From an optimization exercise on the open Yosys and OpenROAD flow, aimed at small area, a short achievable clock period and few clock cycles; shortcuts taken in it are not production practice. Power and IR drop assume default switching activity.

==> flow/design.v (excerpt) <==
module frame_rx (
    input  wire        clk,
    input  wire        rst,
    input  wire        in_valid,
    input  wire [7:0]  in_data,
    output wire        in_ready,
    output wire        o_valid,
    input  wire        o_ready,
    output wire [1:0]  o_kind,    
    output wire [15:0] o_pn,
    output wire [7:0]  o_type,
    output wire [5:0]  o_len,
    output wire [31:0] o_sid,
    output wire [15:0] o_tf,
    output wire [15:0] o_fi,
    output wire [7:0]  o_data,
    output wire        o_last
);
Size in the first run: ~2000 cells after synthesis, ~640 flip-flops, roughly 120 I/O pins, ~31000 sq um of cells after synthesis.
make LEC_CHECK=0 CAP_MARGIN=20 CORE_MARGIN=2 CORE_UTILIZATION=40 PLACE_DENSITY=0.6 SETUP_SLACK_MARGIN=5 SLEW_MARGIN=20 finish   # period 8.0 ns
run.sh (not shown) runs the stock make flow with config.mk's settings and CLKGATE_MAP_FILE= SYNTH_SCRIPT=/design/flow/synth_recipe.tcl, a recipe that flattens the netlist after the stock synthesis.
==> next run, changes <==
--- a/flow/design.v
+++ b/flow/design.v
@@ -76,33 +76,30 @@
     reg [5:0]  j;          
     reg        drop;       
     reg [7:0]  w [0:12];   
     reg [15:0] wcrc;       
     reg [15:0] ccrc;       
     reg        lo_ok;
     reg        pv_le;      
     reg        fnd;        
-    reg [5:0]  fjp;        
-    reg        fjfar;      
+    reg [5:0]  fj;         
     reg        rdy;
     reg [7:0]  ib;         
     reg        ibv;
     reg        ov;
     reg [1:0]  okind;
     reg [7:0]  odata;
     reg        olast;
     reg [5:0]  p;          
     reg [5:0]  pc;         
     integer i;
     reg  [5:0] hj;         
     reg  [5:0] f;          
     wire [5:0] used    = subm(wp, f);
-    wire       rdy0    = (used + ibv <= RING - 2);
-    wire       rdy1    = (used + ibv <= RING - 3);
     assign in_ready    = rdy;
     wire       acc_in  = in_valid & rdy;
     wire       avail   = (r != wp);
     wire [7:0] pbyte   = ring[p];
     wire       fire    = ov & o_ready;
     wire       last_ev = (okind == 2'd2) || (okind == 2'd0 && pc == 6'd0) ||
                          (okind == 2'd1 && olast);
     wire       can_job = ~ov | (o_ready & last_ev);
@@ -132,20 +129,19 @@
     reg        early;
     integer    e;
     always @* begin
         early = 1'b0;
         for (e = 1; e <= 8; e = e + 1)
             if (w[e+4] == 8'd0 && w[e+3] <= 8'd49)
                 early = 1'b1;
     end
-    wire [5:0] r5      = subm(r, 6'd5);
-    wire       jfar    = fnd_eff ? fjfar : (ps > 6'd3);
-    wire       jump    = rewind && !early && jfar;
-    wire [5:0] jpos    = fnd_eff ? fjp : r5;
+    wire [5:0] tgt     = fnd_eff ? fj : ps + 6'd10;
+    wire       jump    = rewind && !early && (tgt > 6'd13);
+    wire [5:0] jpos    = addm(h, tgt);
     wire       take    = do_fill || do_slide || do_cont || do_end;
     wire [15:0] fill_crc = crc_byte((j == 6'd0) ? 16'hFFFF : wcrc, rb);
     wire [15:0] roll_crc = crc_byte(wcrc, rb) ^ crc_drop(w[0]) ^ ROLL_CONST;
     wire       pay_next = fire && (okind == 2'd1 && !olast || okind == 2'd0 && pc != 6'd0);
     wire       job_next = do_emit ? emit_h :
                           fire ? pay_next : (ov && okind != 2'd2);
     wire [5:0] p_next   = do_emit ? addm(h, 6'd13) : pay_next ? inc(p) : p;
     wire [5:0] hj_next  = (do_fill || do_slide) ? inc(hj) : do_emit ? r :
@@ -179,17 +175,17 @@
             j     <= 6'd0;
             drop  <= 1'b0;
             rdy   <= 1'b0;
             ov    <= 1'b0;
         end else begin
             ibv <= acc_in;
             if (ibv)
                 wp <= inc(wp);
-            rdy <= acc_in ? rdy1 : rdy0;
+            rdy <= (used + ibv + acc_in <= RING - 2);
             if (jump) begin
                 r   <= jpos;
                 rbv <= 1'b0;
             end else if (rewind) begin
                 r   <= addm(h, 6'd13);
                 rbv <= 1'b0;
             end else if ((take || !rbv) && avail) begin
                 r   <= inc(r);
@@ -204,19 +200,18 @@
             if (do_slide) begin
                 wcrc <= roll_crc;
                 h    <= inc(h);
                 drop <= 1'b0;
             end
             if (do_cont) begin
                 pv_le <= (rb <= 8'd49);
                 if (!fnd_eff && le_prev && rb == 8'd0) begin
-                    fnd   <= 1'b1;
-                    fjp   <= r5;
-                    fjfar <= (j > 6'd17);
+                    fnd <= 1'b1;
+                    fj  <= j - 6'd4;
                 end else if (j == 6'd13) begin
                     fnd <= 1'b0;
                 end
                 ccrc <= (j < jlo) ? crc_byte(cur, rb) : cur;
                 if (j == jlo)
                     lo_ok <= (rb == cur[7:0]);
                 j <= j + 6'd1;
             end
After rerunning:
- die area came out higher by about 1.3%
- power came out higher by about 10%
- via count came out higher by 2.8%
- final area came out higher by 1.9%
- clock power came out higher by about 1%
- setup slack got worse by 0.91 ns
- routed wire length came out higher by about 3.5%
- maximum frequency came out lower by 23%
- sequential share of layout area came out lower by 0.93 points
- global-route usage came out higher by 0.68 points
- critical path depth came out higher by 8
- count of clock-buffer cells in the layout came out higher by 5
- core utilization came out higher by 0.11 points
- first-iteration DRC count came out lower by 1.4%
No run of this note included a check of the RTL's function; only the layout flow was run.

-- re-timing with driven ports --
Ports are ideal in the flow. The routed layouts listed here were re-timed in OpenROAD. Step 1: set_driving_cell puts a clkbuf_16 on clk and a buf_2 on each other input, an assumption about the parent block. Step 2 also shifts input and output timing later by t, the mid clock arrival at the registers, as if the neighbouring blocks saw the same clock. Three values: ideal ports, drivers, drivers and shift; two values: the first two.
run	t, ns	setup WS [ns]	worst setup path after step 2	worst register clock-pin slew, ns
the first run	0.679	5.021 / 4.965 / 4.490	input to register	0.07 / 0.07
the second run	0.678	4.114 / 4.114 / 4.114	register to register	0.06 / 0.06
After both steps setup and hold are still met in every run listed. The setup slack of the first run, which loses most, moves by -0.056 ns with the drivers and by -0.531 ns with both steps.
